Background: an optimization exercise with open tools, aiming at small area, a short achievable clock period and few clock cycles per item. Do not read the settings as production practice.
Where RTL was checked, it was by simulation tests only, not by an equivalence proof against the original.

==> inputs of v21 <==
==> flow/design.v <==
module modexp_unit #(
    parameter integer W = 128
) (
    input  wire         clk,
    input  wire         rst,      
    input  wire         start,
    input  wire [W-1:0] a,
    input  wire [W-1:0] e,
    input  wire [W-1:0] n,
    output wire         ready,
    output reg          done,
    output reg          fault,
    output wire [W-1:0] r
);
    localparam integer K  = 66;           
    localparam integer RW = 2 * K;        
    localparam integer VW = 130;          
    localparam integer TW = 133;          
    localparam [2:0] S_IDLE = 3'd0,
                     S_CHK  = 3'd1,
                     S_DIV  = 3'd2,
                     S_PREP = 3'd3,
                     S_MUL  = 3'd4,
                     S_CPA  = 3'd5;
    localparam [1:0] M_SQR = 2'd0,
                     M_MUL = 2'd1,
                     M_OUT = 2'd2;
    localparam [1:0] C_CONV = 2'd0,
                     C_CLR  = 2'd1,
                     C_SET1 = 2'd2;
    reg [2:0]    state;
    reg          ready_q;
    reg [1:0]    mode;
    reg [1:0]    cop;
    reg [7:0]    ecnt;
    reg [5:0]    cnt;
    reg [8:0]    j_q;
    reg          first_q;
    reg          last_q;
    reg          c_q;
    reg [W-1:0]  n_q;
    reg [W-1:0]  e_q;
    reg [RW-1:0] r_q;
    reg [RW-1:0] b_q;
    reg [VW-1:0] S_q;
    reg [VW-1:0] C_q;
    reg          k_q;
    reg [2:0]    x_q;
    reg [5:0]    idx;
    reg [5:0]    adig;
    reg [1:0]    asub;
    reg          carry_q;
    reg          sbit_q;
    reg          nbit_q;
    reg          zs_q;
    reg          qall_q;    
    assign ready = ready_q;
    assign r     = r_q[W-1:0];
    wire [5:0] tidx = (state == S_DIV) ? adig : idx;
    wire [2:0] rdig = r_q[3*tidx +: 3];
    wire [2:0] bdig = b_q[3*tidx +: 3];
    wire       abit = rdig[asub];
    wire [128:0] y   = r_q[128:0];
    wire [128:0] xy0 = x_q[0] ? y : 129'd0;
    wire [128:0] xy1 = x_q[1] ? y : 129'd0;
    wire [128:0] xy2 = x_q[2] ? y : 129'd0;
    wire [2:0] u  = S_q[2:0] + C_q[2:0] + {2'b0, k_q} + xy0[2:0]
                  + {xy1[1:0], 1'b0} + {xy2[0], 2'b0};
    wire       q0 = u[0];
    wire       q1 = u[1] ^ (u[0] & ~n_q[1]);
    wire       q2 = u[2] ^ (u[1] & ~n_q[1]) ^ (u[0] & ~n_q[2]) ^ (u[1] & u[0] & ~n_q[1]);
    wire [TW-1:0] RS  = {3'b0, S_q};
    wire [TW-1:0] RC  = {3'b0, C_q};
    wire [TW-1:0] RX0 = {4'b0, xy0};
    wire [TW-1:0] RX1 = {3'b0, xy1, k_q};
    wire [TW-1:0] RX2 = {2'b0, xy2, 2'b0};
    wire [TW-1:0] RQ0 = q0 ? {5'b0, n_q}       : {TW{1'b0}};
    wire [TW-1:0] RQ1 = q1 ? {4'b0, n_q, 1'b0} : {TW{1'b0}};
    wire [TW-1:0] RQ2 = q2 ? {3'b0, n_q, 2'b0} : {TW{1'b0}};
    wire [TW-1:0] a1, m1, a2, m2, a3, m3, a4, m4, a5, m5, sf, cf;
    assign a1[TW-1:130] = 3'b0;  assign m1[TW-1:130] = 3'b0;
    assign a2[TW-1:131] = 2'b0;  assign m2[TW-1:131] = 2'b0;
    assign a3[TW-1:132] = 1'b0;  assign m3[TW-1:132] = 1'b0;
    assign a4[TW-1:130] = 3'b0;  assign m4[TW-1:130] = 3'b0;
    csa_row #(.W(130)) u_l1 (.a(RS[129:0]), .b(RC[129:0]), .c(RX0[129:0]),
                             .s(a1[129:0]), .m(m1[129:0]));
    wire [TW-1:0] b1 = {m1[TW-2:0], 1'b0};
    csa_row #(.W(131)) u_l2 (.a(a1[130:0]), .b(b1[130:0]), .c(RX1[130:0]),
                             .s(a2[130:0]), .m(m2[130:0]));
    wire [TW-1:0] b2 = {m2[TW-2:0], 1'b0};
    csa_row #(.W(132)) u_l3 (.a(a2[131:0]), .b(b2[131:0]), .c(RX2[131:0]),
                             .s(a3[131:0]), .m(m3[131:0]));
    wire [TW-1:0] b3 = {m3[TW-2:0], 1'b0};
    csa_row #(.W(130)) u_l3q (.a(RQ0[129:0]), .b(RQ1[129:0]), .c(RQ2[129:0]),
                              .s(a4[129:0]), .m(m4[129:0]));
    wire [TW-1:0] b4 = {m4[TW-2:0], 1'b0};
    csa_row #(.W(TW)) u_l4 (.a(a3), .b(b3), .c(a4), .s(a5), .m(m5));
    wire [TW-1:0] b5 = {m5[TW-2:0], 1'b0};
    csa_row #(.W(TW)) u_l5 (.a(a5), .b(b5), .c(b4), .s(sf), .m(cf));
    wire          kf = sf[2] | sf[1] | sf[0] | cf[1] | cf[0];
    wire [RW-1:0] N132 = {4'b0, n_q};
    wire [K-1:0]  sch  = S_q[K-1:0];
    wire [K-1:0]  cch  = C_q[K-1:0];
    wire [K-1:0]  nch  = c_q ? N132[RW-1:K] : N132[K-1:0];
    wire         lowbit = c_q ? sbit_q : x_q[0];
    wire [K-1:0] n2ch   = {nch[K-2:0], c_q & nbit_q};
    reg sel_conv, sel_one, sel_z, sel_zf, sel_n, sel_nl;
    reg mul_q;    
    wire         zs_c   = c_q ? zs_q : b_q[RW-1];
    wire         zs_now = sel_z & zs_c;
    wire [K-1:0] opa = ({K{sel_conv}} & sch)
                     | ({K{sel_z}}    & {b_q[K-2:0], lowbit})
                     | {{(K-1){1'b0}}, sel_zf & ~c_q & x_q[0]};
    wire [K-1:0] opb = ({K{sel_conv}}         & cch)
                     | ({K{sel_n & zs_now}}   & nch)
                     | ({K{sel_n & ~zs_now}}  & ~nch)
                     | ({K{sel_nl & zs_now}}  & n2ch);
    wire         cin = c_q ? carry_q
                           : ((sel_conv & k_q) | sel_one | (sel_n & ~zs_now));
    wire [K:0] sum = {1'b0, opa} + {1'b0, opb} + {{K{1'b0}}, cin};
    wire nxt_mul = (mode == M_SQR) & e_q[W-1];
    wire nxt_out = ~nxt_mul & (ecnt == 8'd1);
    wire escan = (ecnt != 8'd0) & ~e_q[W-1];
    wire bad_n = ~n_q[0] | (n_q[W-1:1] == {(W-1){1'b0}});
    always @(posedge clk) begin
        if (rst) begin
            state    <= S_IDLE;
            ready_q  <= 1'b1;
            done     <= 1'b0;
            sel_conv <= 1'b0;
            sel_one  <= 1'b0;
            sel_z    <= 1'b0;
            sel_zf   <= 1'b0;
            sel_n    <= 1'b0;
            sel_nl   <= 1'b0;
            mul_q    <= 1'b0;
        end else begin
            done <= 1'b0;
            case (state)
                S_IDLE: begin
                    ecnt    <= 8'd128;
                    j_q     <= 9'd0;
                    first_q <= 1'b1;
                    last_q  <= 1'b0;
                    c_q     <= 1'b0;
                    if (start) begin
                        state   <= S_CHK;
                        ready_q <= 1'b0;
                    end
                end
                S_CHK: begin
                    fault <= bad_n;
                    if (bad_n) begin
                        cop   <= C_CLR;
                        state <= S_CPA;
                    end else begin
                        state  <= S_DIV;
                        sel_zf <= 1'b1;
                        sel_n  <= 1'b1;
                    end
                    if (escan) ecnt <= ecnt - 1'b1;
                end
                S_DIV: begin
                    if (escan) ecnt <= ecnt - 1'b1;
                    c_q <= ~c_q;
                    if (c_q) begin
                        j_q     <= j_q + 1'b1;
                        first_q <= 1'b0;
                        last_q  <= (j_q == 9'd258);
                        sel_zf  <= 1'b0;
                        sel_z   <= ~last_q;
                        sel_n   <= (j_q != 9'd258) & ~last_q;
                        sel_nl  <= (j_q == 9'd258);
                        if (last_q) state <= S_PREP;
                    end
                end
                S_PREP: begin
                    cnt <= 6'd0;
                    if (ecnt == 8'd0) begin
                        cop     <= C_SET1;
                        sel_one <= 1'b1;
                        state   <= S_CPA;
                    end else begin
                        ecnt  <= ecnt - 1'b1;
                        state <= S_MUL;
                        mul_q <= 1'b1;
                        mode  <= (ecnt == 8'd1) ? M_OUT : M_SQR;
                    end
                end
                S_MUL: begin
                    cnt <= cnt + 1'b1;
                    if (cnt == 6'd43) begin
                        cop      <= C_CONV;
                        sel_conv <= 1'b1;
                        mul_q    <= 1'b0;
                        state    <= S_CPA;
                    end
                end
                S_CPA: begin
                    c_q <= ~c_q;
                    if (c_q) begin
                        sel_conv <= 1'b0;
                        sel_one  <= 1'b0;
                        if (cop != C_CONV) begin
                            state   <= S_IDLE;
                            ready_q <= 1'b1;
                            done    <= 1'b1;
                        end else if (mode == M_OUT) begin
                            if (qall_q) begin
                                cop <= C_CLR;
                            end else begin
                                state   <= S_IDLE;
                                ready_q <= 1'b1;
                                done    <= 1'b1;
                            end
                        end else begin
                            cnt   <= 6'd0;
                            state <= S_MUL;
                            mul_q <= 1'b1;
                            if (nxt_mul) begin
                                mode <= M_MUL;
                            end else begin
                                ecnt <= ecnt - 1'b1;
                                mode <= nxt_out ? M_OUT : M_SQR;
                            end
                        end
                    end
                end
                default: begin
                    state   <= S_IDLE;
                    ready_q <= 1'b1;
                end
            endcase
        end
    end
    always @(posedge clk) begin
        if (mul_q) begin
            S_q <= sf[TW-1:3];
            C_q <= cf[TW-2:2];
        end else begin
            S_q <= {{K{1'b0}}, S_q[VW-1:K]};
            C_q <= {{K{1'b0}}, C_q[VW-1:K]};
        end
        k_q <= mul_q & kf;
    end
    always @(posedge clk) begin
        case (state)
            S_IDLE: begin
                n_q  <= n;
                e_q  <= e;
                r_q  <= {{(RW-W){1'b0}}, a};
                x_q  <= {2'b0, a[W-1]};
                adig <= 6'd42;            
                asub <= 2'd0;
                idx  <= 6'd0;
            end
            S_CHK: begin
                if (escan) e_q <= e_q << 1;
            end
            S_DIV: begin
                if (escan) e_q <= e_q << 1;
                b_q     <= {sum[K-1:0], b_q[RW-1:K]};
                if (last_q) r_q <= {sum[K-1:0], r_q[RW-1:K]};
                carry_q <= sum[K];
                sbit_q  <= b_q[K-1];
                nbit_q  <= nch[K-1];
                zs_q    <= zs_now;
                if (c_q) begin
                    x_q <= {2'b0, (j_q < 9'd127) ? abit : 1'b0};
                    if (asub == 2'd0) begin
                        asub <= 2'd2;
                        adig <= adig - 1'b1;
                    end else begin
                        asub <= asub - 1'b1;
                    end
                end
            end
            S_PREP: begin
                idx <= 6'd1;
                if (ecnt != 8'd0) begin
                    e_q <= e_q << 1;
                    x_q <= (ecnt == 8'd1) ? 3'b001 : rdig;
                end
            end
            S_MUL: begin
                x_q <= (mode == M_OUT) ? 3'b000 : ((mode == M_MUL) ? bdig : rdig);
                qall_q <= ((cnt == 6'd0) | qall_q) & q0 & q1 & q2;
                idx <= idx + 1'b1;
            end
            S_CPA: begin
                r_q     <= {sum[K-1:0], r_q[RW-1:K]};
                carry_q <= sum[K];
                if (!c_q) begin
                    idx <= nxt_mul ? 6'd0 : 6'd22;    
                end else if (cop == C_CONV && mode != M_OUT) begin
                    idx <= 6'd1;
                    if (nxt_mul) begin
                        x_q <= bdig;
                    end else begin
                        e_q <= e_q << 1;
                        x_q <= nxt_out ? 3'b001 : rdig;
                    end
                end
            end
            default: ;
        endcase
    end
endmodule
module csa_row #(
    parameter integer W = 8
) (
    input  wire [W-1:0] a,
    input  wire [W-1:0] b,
    input  wire [W-1:0] c,
    output wire [W-1:0] s,
    output wire [W-1:0] m
);
    assign s = a ^ b ^ c;
    assign m = (a & b) | (a & c) | (b & c);
endmodule
==> flow/run.sh <==
#!/bin/bash
# synth_recipe.tcl (not shown) runs the flow's synth.tcl, then flattens the netlist and writes it again
# the make line also repeats each setting of config.mk as NAME=value (left out here)
make -C /OpenROAD-flow-scripts/flow DESIGN_CONFIG=/design/flow/config.mk WORK_HOME=/design/flow/orfs CLKGATE_MAP_FILE= SYNTH_SCRIPT=/design/flow/synth_recipe.tcl finish
==> flow/config.mk <==
export PLATFORM = sky130hd
export DESIGN_NAME = modexp_unit
export DESIGN_NICKNAME = modexp_unit
export VERILOG_FILES = /design/flow/design.v
export SDC_FILE = /design/flow/constraint.sdc
export NUM_CORES = 4
export LEC_CHECK = 0
export CAP_MARGIN = 20
export CORE_MARGIN = 2
export CORE_UTILIZATION = 40
export SLEW_MARGIN = 20
export SYNTH_HIERARCHICAL = 1
export SYNTH_MINIMUM_KEEP_SIZE = 0
==> flow/constraint.sdc <==
create_clock -name core_clock -period 12.0 [get_ports {clk}]
set_input_delay 2.4000 -clock core_clock [delete_from_list [all_inputs] [get_ports {clk}]]
set_output_delay 2.4000 -clock core_clock [all_outputs]
set_load 0.01 [all_outputs]
==> inputs of v30, as changes to v21 <==
--- a/flow/design.v
+++ b/flow/design.v
@@ -22,5 +22,6 @@
                      S_PREP = 3'd3,
                      S_MUL  = 3'd4,
-                     S_CPA  = 3'd5;
+                     S_CPA  = 3'd5,
+                     S_FIN  = 3'd6;
     localparam [1:0] M_SQR = 2'd0,
                      M_MUL = 2'd1,
@@ -54,5 +55,4 @@
     reg          nbit_q;
     reg          zs_q;
-    reg          qall_q;    
     assign ready = ready_q;
     assign r     = r_q[W-1:0];
@@ -78,33 +78,31 @@
     wire [TW-1:0] RQ1 = q1 ? {4'b0, n_q, 1'b0} : {TW{1'b0}};
     wire [TW-1:0] RQ2 = q2 ? {3'b0, n_q, 2'b0} : {TW{1'b0}};
-    wire [TW-1:0] a1, m1, a2, m2, a3, m3, a4, m4, a5, m5, sf, cf;
-    assign a1[TW-1:130] = 3'b0;  assign m1[TW-1:130] = 3'b0;
-    assign a2[TW-1:131] = 2'b0;  assign m2[TW-1:131] = 2'b0;
-    assign a3[TW-1:132] = 1'b0;  assign m3[TW-1:132] = 1'b0;
-    assign a4[TW-1:130] = 3'b0;  assign m4[TW-1:130] = 3'b0;
-    csa_row #(.W(130)) u_l1 (.a(RS[129:0]), .b(RC[129:0]), .c(RX0[129:0]),
-                             .s(a1[129:0]), .m(m1[129:0]));
+    wire [TW-1:0] a1 = RS ^ RC ^ RX0;
+    wire [TW-1:0] m1 = (RS & RC) | (RS & RX0) | (RC & RX0);
     wire [TW-1:0] b1 = {m1[TW-2:0], 1'b0};
-    csa_row #(.W(131)) u_l2 (.a(a1[130:0]), .b(b1[130:0]), .c(RX1[130:0]),
-                             .s(a2[130:0]), .m(m2[130:0]));
+    wire [TW-1:0] a2 = a1 ^ b1 ^ RX1;
+    wire [TW-1:0] m2 = (a1 & b1) | (a1 & RX1) | (b1 & RX1);
     wire [TW-1:0] b2 = {m2[TW-2:0], 1'b0};
-    csa_row #(.W(132)) u_l3 (.a(a2[131:0]), .b(b2[131:0]), .c(RX2[131:0]),
-                             .s(a3[131:0]), .m(m3[131:0]));
+    wire [TW-1:0] a3 = a2 ^ b2 ^ RX2;
+    wire [TW-1:0] m3 = (a2 & b2) | (a2 & RX2) | (b2 & RX2);
     wire [TW-1:0] b3 = {m3[TW-2:0], 1'b0};
-    csa_row #(.W(130)) u_l3q (.a(RQ0[129:0]), .b(RQ1[129:0]), .c(RQ2[129:0]),
-                              .s(a4[129:0]), .m(m4[129:0]));
+    wire [TW-1:0] a4 = RQ0 ^ RQ1 ^ RQ2;
+    wire [TW-1:0] m4 = (RQ0 & RQ1) | (RQ0 & RQ2) | (RQ1 & RQ2);
     wire [TW-1:0] b4 = {m4[TW-2:0], 1'b0};
-    csa_row #(.W(TW)) u_l4 (.a(a3), .b(b3), .c(a4), .s(a5), .m(m5));
+    wire [TW-1:0] a5 = a3 ^ b3 ^ a4;
+    wire [TW-1:0] m5 = (a3 & b3) | (a3 & a4) | (b3 & a4);
     wire [TW-1:0] b5 = {m5[TW-2:0], 1'b0};
-    csa_row #(.W(TW)) u_l5 (.a(a5), .b(b5), .c(b4), .s(sf), .m(cf));
+    wire [TW-1:0] sf = a5 ^ b5 ^ b4;
+    wire [TW-1:0] cf = (a5 & b5) | (a5 & b4) | (b5 & b4);
     wire          kf = sf[2] | sf[1] | sf[0] | cf[1] | cf[0];
+    wire [RW-1:0] S132 = {2'b0, S_q};
+    wire [RW-1:0] C132 = {2'b0, C_q};
     wire [RW-1:0] N132 = {4'b0, n_q};
-    wire [K-1:0]  sch  = S_q[K-1:0];
-    wire [K-1:0]  cch  = C_q[K-1:0];
+    wire [K-1:0]  sch  = c_q ? S132[RW-1:K] : S132[K-1:0];
+    wire [K-1:0]  cch  = c_q ? C132[RW-1:K] : C132[K-1:0];
     wire [K-1:0]  nch  = c_q ? N132[RW-1:K] : N132[K-1:0];
     wire         lowbit = c_q ? sbit_q : x_q[0];
     wire [K-1:0] n2ch   = {nch[K-2:0], c_q & nbit_q};
     reg sel_conv, sel_one, sel_z, sel_zf, sel_n, sel_nl;
-    reg mul_q;    
     wire         zs_c   = c_q ? zs_q : b_q[RW-1];
     wire         zs_now = sel_z & zs_c;
@@ -119,4 +117,5 @@
                            : ((sel_conv & k_q) | sel_one | (sel_n & ~zs_now));
     wire [K:0] sum = {1'b0, opa} + {1'b0, opb} + {{K{1'b0}}, cin};
+    wire r_is_n = (r_q[W-1:0] == n_q);
     wire nxt_mul = (mode == M_SQR) & e_q[W-1];
     wire nxt_out = ~nxt_mul & (ecnt == 8'd1);
@@ -134,5 +133,4 @@
             sel_n    <= 1'b0;
             sel_nl   <= 1'b0;
-            mul_q    <= 1'b0;
         end else begin
             done <= 1'b0;
@@ -184,5 +182,4 @@
                         ecnt  <= ecnt - 1'b1;
                         state <= S_MUL;
-                        mul_q <= 1'b1;
                         mode  <= (ecnt == 8'd1) ? M_OUT : M_SQR;
                     end
@@ -193,5 +190,4 @@
                         cop      <= C_CONV;
                         sel_conv <= 1'b1;
-                        mul_q    <= 1'b0;
                         state    <= S_CPA;
                     end
@@ -207,15 +203,8 @@
                             done    <= 1'b1;
                         end else if (mode == M_OUT) begin
-                            if (qall_q) begin
-                                cop <= C_CLR;
-                            end else begin
-                                state   <= S_IDLE;
-                                ready_q <= 1'b1;
-                                done    <= 1'b1;
-                            end
+                            state <= S_FIN;
                         end else begin
                             cnt   <= 6'd0;
                             state <= S_MUL;
-                            mul_q <= 1'b1;
                             if (nxt_mul) begin
                                 mode <= M_MUL;
@@ -227,4 +216,14 @@
                     end
                 end
+                S_FIN: begin
+                    if (r_is_n) begin
+                        cop   <= C_CLR;
+                        state <= S_CPA;
+                    end else begin
+                        state   <= S_IDLE;
+                        ready_q <= 1'b1;
+                        done    <= 1'b1;
+                    end
+                end
                 default: begin
                     state   <= S_IDLE;
@@ -235,14 +234,4 @@
     end
     always @(posedge clk) begin
-        if (mul_q) begin
-            S_q <= sf[TW-1:3];
-            C_q <= cf[TW-2:2];
-        end else begin
-            S_q <= {{K{1'b0}}, S_q[VW-1:K]};
-            C_q <= {{K{1'b0}}, C_q[VW-1:K]};
-        end
-        k_q <= mul_q & kf;
-    end
-    always @(posedge clk) begin
         case (state)
             S_IDLE: begin
@@ -277,4 +266,7 @@
             end
             S_PREP: begin
+                S_q <= {VW{1'b0}};
+                C_q <= {VW{1'b0}};
+                k_q <= 1'b0;
                 idx <= 6'd1;
                 if (ecnt != 8'd0) begin
@@ -284,6 +276,8 @@
             end
             S_MUL: begin
+                S_q <= sf[TW-1:3];
+                C_q <= cf[TW-2:2];
+                k_q <= kf;
                 x_q <= (mode == M_OUT) ? 3'b000 : ((mode == M_MUL) ? bdig : rdig);
-                qall_q <= ((cnt == 6'd0) | qall_q) & q0 & q1 & q2;
                 idx <= idx + 1'b1;
             end
@@ -294,4 +288,7 @@
                     idx <= nxt_mul ? 6'd0 : 6'd22;    
                 end else if (cop == C_CONV && mode != M_OUT) begin
+                    S_q <= {VW{1'b0}};
+                    C_q <= {VW{1'b0}};
+                    k_q <= 1'b0;
                     idx <= 6'd1;
                     if (nxt_mul) begin
@@ -307,14 +304,2 @@
     end
 endmodule
-module csa_row #(
-    parameter integer W = 8
-) (
-    input  wire [W-1:0] a,
-    input  wire [W-1:0] b,
-    input  wire [W-1:0] c,
-    output wire [W-1:0] s,
-    output wire [W-1:0] m
-);
-    assign s = a ^ b ^ c;
-    assign m = (a & b) | (a & c) | (b & c);
-endmodule
Settings changed: SYNTH_HIERARCHICAL 1 to unset, SYNTH_MINIMUM_KEEP_SIZE 0 to unset.
==> inputs of v9, as changes to v21 <==
--- a/flow/design.v
+++ b/flow/design.v
@@ -53,5 +53,5 @@
     reg          sbit_q;
     reg          nbit_q;
-    reg          zs_q;
+    reg [2:0]    xy3_q;     
     reg          qall_q;    
     assign ready = ready_q;
@@ -65,6 +65,5 @@
     wire [128:0] xy1 = x_q[1] ? y : 129'd0;
     wire [128:0] xy2 = x_q[2] ? y : 129'd0;
-    wire [2:0] u  = S_q[2:0] + C_q[2:0] + {2'b0, k_q} + xy0[2:0]
-                  + {xy1[1:0], 1'b0} + {xy2[0], 2'b0};
+    wire [2:0] u  = S_q[2:0] + C_q[2:0] + {2'b0, k_q} + xy3_q;
     wire       q0 = u[0];
     wire       q1 = u[1] ^ (u[0] & ~n_q[1]);
@@ -105,17 +104,16 @@
     wire         lowbit = c_q ? sbit_q : x_q[0];
     wire [K-1:0] n2ch   = {nch[K-2:0], c_q & nbit_q};
-    reg sel_conv, sel_one, sel_z, sel_zf, sel_n, sel_nl;
+    reg sel_conv, sel_one, sel_z, sel_zf;
+    reg opb_n, opb_nn, opb_2n;    
     reg mul_q;    
-    wire         zs_c   = c_q ? zs_q : b_q[RW-1];
-    wire         zs_now = sel_z & zs_c;
     wire [K-1:0] opa = ({K{sel_conv}} & sch)
                      | ({K{sel_z}}    & {b_q[K-2:0], lowbit})
                      | {{(K-1){1'b0}}, sel_zf & ~c_q & x_q[0]};
     wire [K-1:0] opb = ({K{sel_conv}}         & cch)
-                     | ({K{sel_n & zs_now}}   & nch)
-                     | ({K{sel_n & ~zs_now}}  & ~nch)
-                     | ({K{sel_nl & zs_now}}  & n2ch);
+                     | ({K{opb_n}}    & nch)
+                     | ({K{opb_nn}}   & ~nch)
+                     | ({K{opb_2n}}   & n2ch);
     wire         cin = c_q ? carry_q
-                           : ((sel_conv & k_q) | sel_one | (sel_n & ~zs_now));
+                           : ((sel_conv & k_q) | sel_one | opb_nn);
     wire [K:0] sum = {1'b0, opa} + {1'b0, opb} + {{K{1'b0}}, cin};
     wire nxt_mul = (mode == M_SQR) & e_q[W-1];
@@ -132,6 +130,7 @@
             sel_z    <= 1'b0;
             sel_zf   <= 1'b0;
-            sel_n    <= 1'b0;
-            sel_nl   <= 1'b0;
+            opb_n    <= 1'b0;
+            opb_nn   <= 1'b0;
+            opb_2n   <= 1'b0;
             mul_q    <= 1'b0;
         end else begin
@@ -157,5 +156,5 @@
                         state  <= S_DIV;
                         sel_zf <= 1'b1;
-                        sel_n  <= 1'b1;
+                        opb_nn <= 1'b1;
                     end
                     if (escan) ecnt <= ecnt - 1'b1;
@@ -170,6 +169,7 @@
                         sel_zf  <= 1'b0;
                         sel_z   <= ~last_q;
-                        sel_n   <= (j_q != 9'd258) & ~last_q;
-                        sel_nl  <= (j_q == 9'd258);
+                        opb_n   <= (j_q != 9'd258) & ~last_q & sum[K-1];
+                        opb_nn  <= (j_q != 9'd258) & ~last_q & ~sum[K-1];
+                        opb_2n  <= (j_q == 9'd258) & sum[K-1];
                         if (last_q) state <= S_PREP;
                     end
@@ -244,4 +244,23 @@
         k_q <= mul_q & kf;
     end
+    reg [2:0] xn;
+    always @(*) begin
+        xn = x_q;
+        case (state)
+            S_IDLE: xn = {2'b0, a[W-1]};
+            S_DIV:  if (c_q) xn = {2'b0, (j_q < 9'd127) ? abit : 1'b0};
+            S_PREP: if (ecnt != 8'd0) xn = (ecnt == 8'd1) ? 3'b001 : rdig;
+            S_MUL:  xn = (mode == M_OUT) ? 3'b000 : ((mode == M_MUL) ? bdig : rdig);
+            S_CPA:  if (c_q && cop == C_CONV && mode != M_OUT)
+                        xn = nxt_mul ? bdig : (nxt_out ? 3'b001 : rdig);
+            default: ;
+        endcase
+    end
+    wire [2:0] yn = (state == S_CPA) ? r_q[K+2:K] : r_q[2:0];
+    always @(posedge clk) begin
+        x_q   <= xn;
+        xy3_q <= (xn[0] ? yn : 3'd0) + (xn[1] ? {yn[1:0], 1'b0} : 3'd0)
+               + (xn[2] ? {yn[0], 2'b0} : 3'd0);
+    end
     always @(posedge clk) begin
         case (state)
@@ -250,5 +269,4 @@
                 e_q  <= e;
                 r_q  <= {{(RW-W){1'b0}}, a};
-                x_q  <= {2'b0, a[W-1]};
                 adig <= 6'd42;            
                 asub <= 2'd0;
@@ -265,7 +283,5 @@
                 sbit_q  <= b_q[K-1];
                 nbit_q  <= nch[K-1];
-                zs_q    <= zs_now;
                 if (c_q) begin
-                    x_q <= {2'b0, (j_q < 9'd127) ? abit : 1'b0};
                     if (asub == 2'd0) begin
                         asub <= 2'd2;
@@ -278,11 +294,7 @@
             S_PREP: begin
                 idx <= 6'd1;
-                if (ecnt != 8'd0) begin
-                    e_q <= e_q << 1;
-                    x_q <= (ecnt == 8'd1) ? 3'b001 : rdig;
-                end
+                if (ecnt != 8'd0) e_q <= e_q << 1;
             end
             S_MUL: begin
-                x_q <= (mode == M_OUT) ? 3'b000 : ((mode == M_MUL) ? bdig : rdig);
                 qall_q <= ((cnt == 6'd0) | qall_q) & q0 & q1 & q2;
                 idx <= idx + 1'b1;
@@ -295,10 +307,5 @@
                 end else if (cop == C_CONV && mode != M_OUT) begin
                     idx <= 6'd1;
-                    if (nxt_mul) begin
-                        x_q <= bdig;
-                    end else begin
-                        e_q <= e_q << 1;
-                        x_q <= nxt_out ? 3'b001 : rdig;
-                    end
+                    if (!nxt_mul) e_q <= e_q << 1;
                 end
             end
==> flow/flow/run.sh (new file) <==
#!/bin/bash
set -euo pipefail
margin=$(tr -d ' \n' < flow/margin.txt)
sed "s|\"\${@:-finish}\"|SETUP_SLACK_MARGIN=${margin} \"\${@:-finish}\"|" standard.sh > standard_margin.sh
bash standard.sh synth > synth.log 2>&1
bash standard_margin.sh finish > layout.log 2>&1
==> flow/flow/margin.txt (new file) <==
7.5
==> flow/standard.sh (new file) <==
#!/bin/bash
# synth_recipe.tcl (not shown) runs the flow's synth.tcl, then flattens the netlist and writes it again
# the make line also repeats each setting of config.mk as NAME=value (left out here)
make -C /OpenROAD-flow-scripts/flow DESIGN_CONFIG=/design/flow/config.mk WORK_HOME=/design/flow/orfs CLKGATE_MAP_FILE= SYNTH_SCRIPT=/design/flow/synth_recipe.tcl "${@:-finish}"
removed: flow/run.sh
==> inputs of v27, as changes to v21 <==
==> flow/flow/run.sh (new file) <==
#!/bin/bash
set -euo pipefail
margin=$(tr -d ' \n' < flow/margin.txt)
sed "s|\"\${@:-finish}\"|SETUP_SLACK_MARGIN=${margin} \"\${@:-finish}\"|" standard.sh > standard_margin.sh
bash standard.sh synth > synth.log 2>&1
bash standard_margin.sh finish > layout.log 2>&1
==> flow/flow/margin.txt (new file) <==
7.5
==> flow/standard.sh (new file) <==
#!/bin/bash
# synth_recipe.tcl (not shown) runs the flow's synth.tcl, then flattens the netlist and writes it again
# the make line also repeats each setting of config.mk as NAME=value (left out here)
make -C /OpenROAD-flow-scripts/flow DESIGN_CONFIG=/design/flow/config.mk WORK_HOME=/design/flow/orfs CLKGATE_MAP_FILE= SYNTH_SCRIPT=/design/flow/synth_recipe.tcl "${@:-finish}"
removed: flow/run.sh
==> qor summary <==
| item | v21 | v30 | v27 | v9 |
|---|---|---|---|---|
| Outcome | timing/DRC/antenna clean | timing/DRC/antenna clean | timing/DRC/antenna clean | timing/DRC/antenna clean |
| Total of warnings raised by yosys | 7 | 1 | 7 | 7 |
| Number of stages on the worst setup path | 12 | 18 | 18 | 15 |
| Total Wirelength | 200.8 mm | 236.9 mm | 218.7 mm | 216.8 mm |
| Detailed placement HPWL | 148.5 mm | 176.6 mm | 147.1 mm | 150.0 mm |
| Fraction of final layout cells with drive strength greater than 1 | 0.1029 | 0.09082 | 0.2039 | 0.1620 |
| Commonest non-fill, non-tap cell in the layout | sky130_fd_sc_hd__fa_1 | sky130_fd_sc_hd__nand2_1 | sky130_fd_sc_hd__fa_1 | sky130_fd_sc_hd__and2_1 |
| Standard cell area after detailed placement | 68220 um^2 | 73300 um^2 | 68600 um^2 | 67980 um^2 |
| Crit-path slowest cell | sky130_fd_sc_hd__buf_4 | sky130_fd_sc_hd__o311ai_1 | sky130_fd_sc_hd__fa_2 | sky130_fd_sc_hd__fa_2 |
| Total iterations of the first detailed-routing run | 6 | 7 | 5 | 6 |
| Register fraction of the total cell area | 0.3147 | 0.3269 | 0.2954 | 0.3038 |
| Clk cell area share | 0.05183 | 0.04823 | 0.04636 | 0.04860 |
| Signal arrival time at the worst endpoint | 7100 ps | 7540 ps | 5810 ps | 5330 ps |
| Hold worst-path end | b_q[49]$_DFFE_PN_ | b_q[22]$_DFFE_PP_ | b_q[35]$_DFFE_PN_ | b_q[47]$_DFFE_PP_ |
| Global-route met1 utilization | 0.3415 | 0.3717 | 0.3669 | 0.3566 |
| Launch point of the worst reg-to-reg path | S_q[0]$_DFF_P_ | c_q$_DFFE_PP_ | x_q[0]$_DFFE_PP_ | C_q[0]$_DFF_P_ |
| Post-synthesis cell type count | 94 | 82 | 94 | 93 |
| Number of clock buffers in the layout | 136 | 119 | 128 | 136 |
| Proportion of final cell area spent on non-clock buffers | 0.07801 | 0.07391 | 0.1042 | 0.09988 |
| Bufs and invs on worst path | 3 | 2 | 5 | 4 |
| Count of flip-flops with a built-in enable after synthesis | 572 | 831 | 572 | 568 |
| Adder-Cell Fraction of Synth Area | 0.2719 | 0.2476 | 0.2719 | 0.2733 |
| Via density | 5.507 | 5.671 | 5.617 | 5.599 |
Testbench counts of v9, summed over its fixed seeds: cycles 443,934, items 48.
Function not checked in v21, v30 and v27: the RTL went through the layout flow alone.

==> static timing again, ports no longer ideal <==
How much do the figures lean on ideal ports? The routed layouts below were timed once more, with nothing changed but the port constraints.
Step 1 assumes that a clkbuf_16 drives the clock port and a buf_2 every other input.
Step 2 also shifts input and output timing later by t, the mid clock arrival at the registers, as if the neighbouring blocks saw the same clock.
Slacks: ideal ports / drivers / drivers and shift; pairs: ideal ports / drivers.
run	shift t [ns]	slack for setup (ns)	worst setup path at the end
v21	0.804	5.520 / 5.520 / 5.520	register to register
v30	0.857	4.988 / 4.988 / 4.988	register to register
v9	0.821	7.317 / 7.317 / 7.206	input to register
v27	0.803	6.873 / 6.873 / 6.873	register to register
After both steps every run listed still meets setup and hold. For v9, which loses most, drivers alone change the setup slack by 0.000 ns; drivers and shift together by -0.111 ns.
